From an optimization exercise on the open Yosys and OpenROAD flow, aimed at small area, a short achievable clock period and few clock cycles; shortcuts taken in it are not production practice.
Where RTL was checked, it was by simulation tests only, not by an equivalence proof against the original.
Power and IR drop assume default switching activity.

==> inputs of job 5919 <==
Design btc_framer, start of the top module:
module btc_framer (
    input  wire         clk,
    input  wire         rst,
    input  wire         cmd_valid,
    output wire         cmd_ready,
    input  wire         cmd_op,
    input  wire [7:0]   cmd_byte,
    output reg          pkt_valid,
    output reg          pkt_is_state,
    output reg  [143:0] pkt_data,
    output wire [6:0]   rb_cnt
);
==> module btc_framer, before the edit <==
module btc_framer (
    input  wire         clk,
    input  wire         rst,
    input  wire         cmd_valid,
    output wire         cmd_ready,
    input  wire         cmd_op,
    input  wire [7:0]   cmd_byte,
    output reg          pkt_valid,
    output reg          pkt_is_state,
    output reg  [143:0] pkt_data,
    output wire [6:0]   rb_cnt
);
    localparam C = 64;
    localparam S_IDLE = 1'b0;
    localparam S_SCAN = 1'b1;
    reg [8*C-1:0] rb;
    reg [6:0]     cnt;
    reg           state;
    reg [5:0]     idx;       
    assign cmd_ready = (state == S_IDLE);
    assign rb_cnt    = cnt;
    wire [8*C-1:0] win_full = rb >> {idx, 3'b000};
    wire [143:0]   win      = win_full[143:0];
    wire is_state_hdr = (win[8*0 +: 8] == 8'hAA) && (win[8*1 +: 8] == 8'h55);
    wire is_event_hdr = (win[8*0 +: 8] == 8'hBB) && (win[8*1 +: 8] == 8'h66);
    wire [6:0] remain = cnt - {1'b0, idx};
    reg [7:0] state_sum;
    integer k;
    always @(*) begin
        state_sum = 8'd0;
        for (k = 2; k <= 14; k = k + 1)
            state_sum = state_sum + win[8*k +: 8];
    end
    wire state_ok = is_state_hdr && (remain >= 7'd18) && (state_sum == win[8*15 +: 8]);
    wire event_ok = is_event_hdr && (remain >= 7'd4)  && (win[8*2 +: 8] == win[8*3 +: 8]);
    wire accept   = state_ok || event_ok;
    wire [6:0] consumed = {1'b0, idx} + (state_ok ? 7'd18 : 7'd4);
    wire last_pos = ({1'b0, idx} + 7'd2 >= cnt);
    always @(posedge clk) begin
        if (rst) begin
            state     <= S_IDLE;
            cnt       <= 7'd0;
            idx       <= 6'd0;
            pkt_valid <= 1'b0;
        end else begin
            pkt_valid <= 1'b0;
            case (state)
                S_IDLE: begin
                    if (cmd_valid) begin
                        if (cmd_op == 1'b0) begin
                            if (cnt == C) begin
                                rb <= {cmd_byte, rb[8*C-1:8]};
                            end else begin
                                rb[8*cnt[5:0] +: 8] <= cmd_byte;
                                cnt <= cnt + 7'd1;
                            end
                        end else begin
                            idx <= 6'd0;
                            if (cnt >= 7'd2)
                                state <= S_SCAN;
                        end
                    end
                end
                S_SCAN: begin
                    if (cnt < 7'd2) begin
                        state <= S_IDLE;
                    end else if (accept) begin
                        pkt_valid    <= 1'b1;
                        pkt_is_state <= state_ok;
                        pkt_data     <= state_ok ? win : {112'd0, win[31:0]};
                        rb           <= rb >> {consumed, 3'b000};
                        cnt          <= cnt - consumed;
                        idx          <= 6'd0;
                    end else if (last_pos) begin
                        state <= S_IDLE;
                    end else begin
                        idx <= idx + 6'd1;
                    end
                end
            endcase
        end
    end
endmodule
Settings: LEC_CHECK=0, CAP_MARGIN=30, CORE_MARGIN=2, CORE_UTILIZATION=40, SLEW_MARGIN=20; clock period 14.0 ns.
run.sh (not shown) runs the stock make flow with config.mk's settings and CLKGATE_MAP_FILE= SYNTH_SCRIPT=/design/flow/synth_recipe.tcl, a recipe that flattens the netlist after the stock synthesis.
==> inputs of job 5916, as changes to job 5919 <==
==> flow/design.v (replaced) <==
module btc_framer (
    input  wire         clk,
    input  wire         rst,
    input  wire         cmd_valid,
    output wire         cmd_ready,
    input  wire         cmd_op,
    input  wire [7:0]   cmd_byte,
    output reg          pkt_valid,
    output reg          pkt_is_state,
    output wire [143:0] pkt_data,
    output wire [6:0]   rb_cnt
);
    localparam C = 64;
    reg [8*C-1:0] d;         
    reg [C-1:3]   flag;      
    reg [6:0]     cnt;
    reg           busy;      
    reg [7:0]     wsum;      
    reg [3:0]     ing;       
    reg [127:0]   pd;        
    assign cmd_ready = ~busy;
    assign rb_cnt    = cnt;
    assign pkt_data  = {pd, pkt_is_state ? 16'h55AA : 16'h66BB};
    wire ingest = cmd_valid & ~cmd_op & ~busy;
    wire drain  = cmd_valid &  cmd_op & ~busy;
    wire any = |flag;
    reg [5:0] s;
    integer j;
    always @(*) begin
        s = 6'd0;
        for (j = 3; j < C; j = j + 1)
            if (flag[j]) s = j;
    end
    wire [8*(C+17)-1:0] ext = {d, 136'd0};
    wire [8*(C+17)-1:0] ysh = ext >> {s, 3'b000};
    wire [143:0]        y   = ysh[143:0];
    wire                is_st = ~y[8*17+4];    
    wire [127:0] pwin;
    genvar g;
    generate
        for (g = 2; g < 18; g = g + 1) begin : gp
            if (g < 4)
                assign pwin[8*(g-2) +: 8] = y[8*(17-g) +: 8];
            else
                assign pwin[8*(g-2) +: 8] = y[8*(17-g) +: 8] & {8{is_st}};
        end
    endgenerate
    wire [6:0]  newcnt = {1'b0, s} - (is_st ? 7'd17 : 7'd3);
    wire [63:0] therm  = (64'd1 << s) - 64'd1;               
    wire [63:0] keep   = is_st ? (therm >> 17) : (therm >> 3);
    wire [C-1:3] flag_left = flag & keep[C-1:3];
    wire ev_ok = (d[8*2 +: 8] == 8'hBB) && (d[8*1 +: 8] == 8'h66) &&
                 (d[8*0 +: 8] == cmd_byte) && (cnt >= 7'd3);
    wire st_ok = (d[8*16 +: 8] == 8'hAA) && (d[8*15 +: 8] == 8'h55) &&
                 (wsum == d[8*1 +: 8]) && (cnt >= 7'd17);
    wire [C-1:3] flag_sh;
    generate
        for (g = 3; g < C; g = g + 1) begin : gf
            if (g == 3)
                assign flag_sh[g] = ev_ok;
            else if (g == 17)
                assign flag_sh[g] = flag[g-1] | st_ok;
            else
                assign flag_sh[g] = flag[g-1];
        end
    endgenerate
    wire dispatch = (drain | busy) & any;
    always @(posedge clk) begin
        pd           <= pwin;
        pkt_is_state <= is_st;
        if (ingest)
            d <= {d[8*C-9:0], cmd_byte};
        if (rst) begin
            cnt       <= 7'd0;
            flag      <= {(C-3){1'b0}};
            busy      <= 1'b0;
            pkt_valid <= 1'b0;
            wsum      <= 8'd0;
            ing       <= 4'd0;
        end else begin
            pkt_valid <= dispatch;
            if (ingest) begin
                flag <= flag_sh;
                if (cnt != C) cnt <= cnt + 7'd1;
                wsum <= wsum + ((ing > 4'd1) ? d[8*1 +: 8] : 8'd0)
                             - ((ing == 4'd15) ? d[8*14 +: 8] : 8'd0);
                if (ing != 4'd15) ing <= ing + 4'd1;
            end else if (dispatch) begin
                flag <= flag_left;
                cnt  <= newcnt;
                busy <= |flag_left;
            end
        end
    end
endmodule
==> comparison <==
- Of job 5919 and job 5916, job 5919 has the higher power (gap about 30%, measured against job 5916).
- Between job 5916 and job 5919, the lower via count is in job 5916 (gap about 60%, measured against job 5919).
- Between job 5916 and job 5919, the lower die area is in job 5916 (gap 50%, measured against job 5919).
- Between job 5919 and job 5916, the lower synthesized cell count is in job 5916 (gap 120%, measured against job 5916).
- Of job 5919 and job 5916, job 5919 has the higher global-route usage (gap 18 points).
- The combinational power of job 5919 is 4.5 times that of job 5916.
- Sequential share of layout area: job 5919 is lower than job 5916 (18 points).
- In job 5916 the fmax is higher than in job 5919, by about 80%.
- In job 5916 the first-iteration DRC count is smaller than in job 5919, by 72%.
Testbench counts of job 5919, summed over its fixed seeds: cycles 61,764.
No functional check of the RTL was part of job 5916.

what the ideal ports hide:
The results above use ideal ports. As a check the final layouts listed here were re-extracted and re-timed, cells and wires unchanged. Step 1 sets driving cells, clkbuf_16 on the clock port and buf_2 on the other inputs (assumed; they add their load-dependent delay and slew). Step 2, shift: input delay + t, output delay - t, t = (earliest + latest rising clock arrival at the registers) / 2. This alone moves slack from input paths to output paths. Three values: ideal, step 1, step 2; two values: the first two.
run	t, ns	slack for setup (ns)	hold WS [ns]
job 5919	0.896	0.957 / 0.957 / 0.957	0.691 / 0.691 / 0.691
job 5916	0.734	6.739 / 6.739 / 6.739	0.454 / 0.454 / 0.454
After both steps every run listed still meets setup and hold.
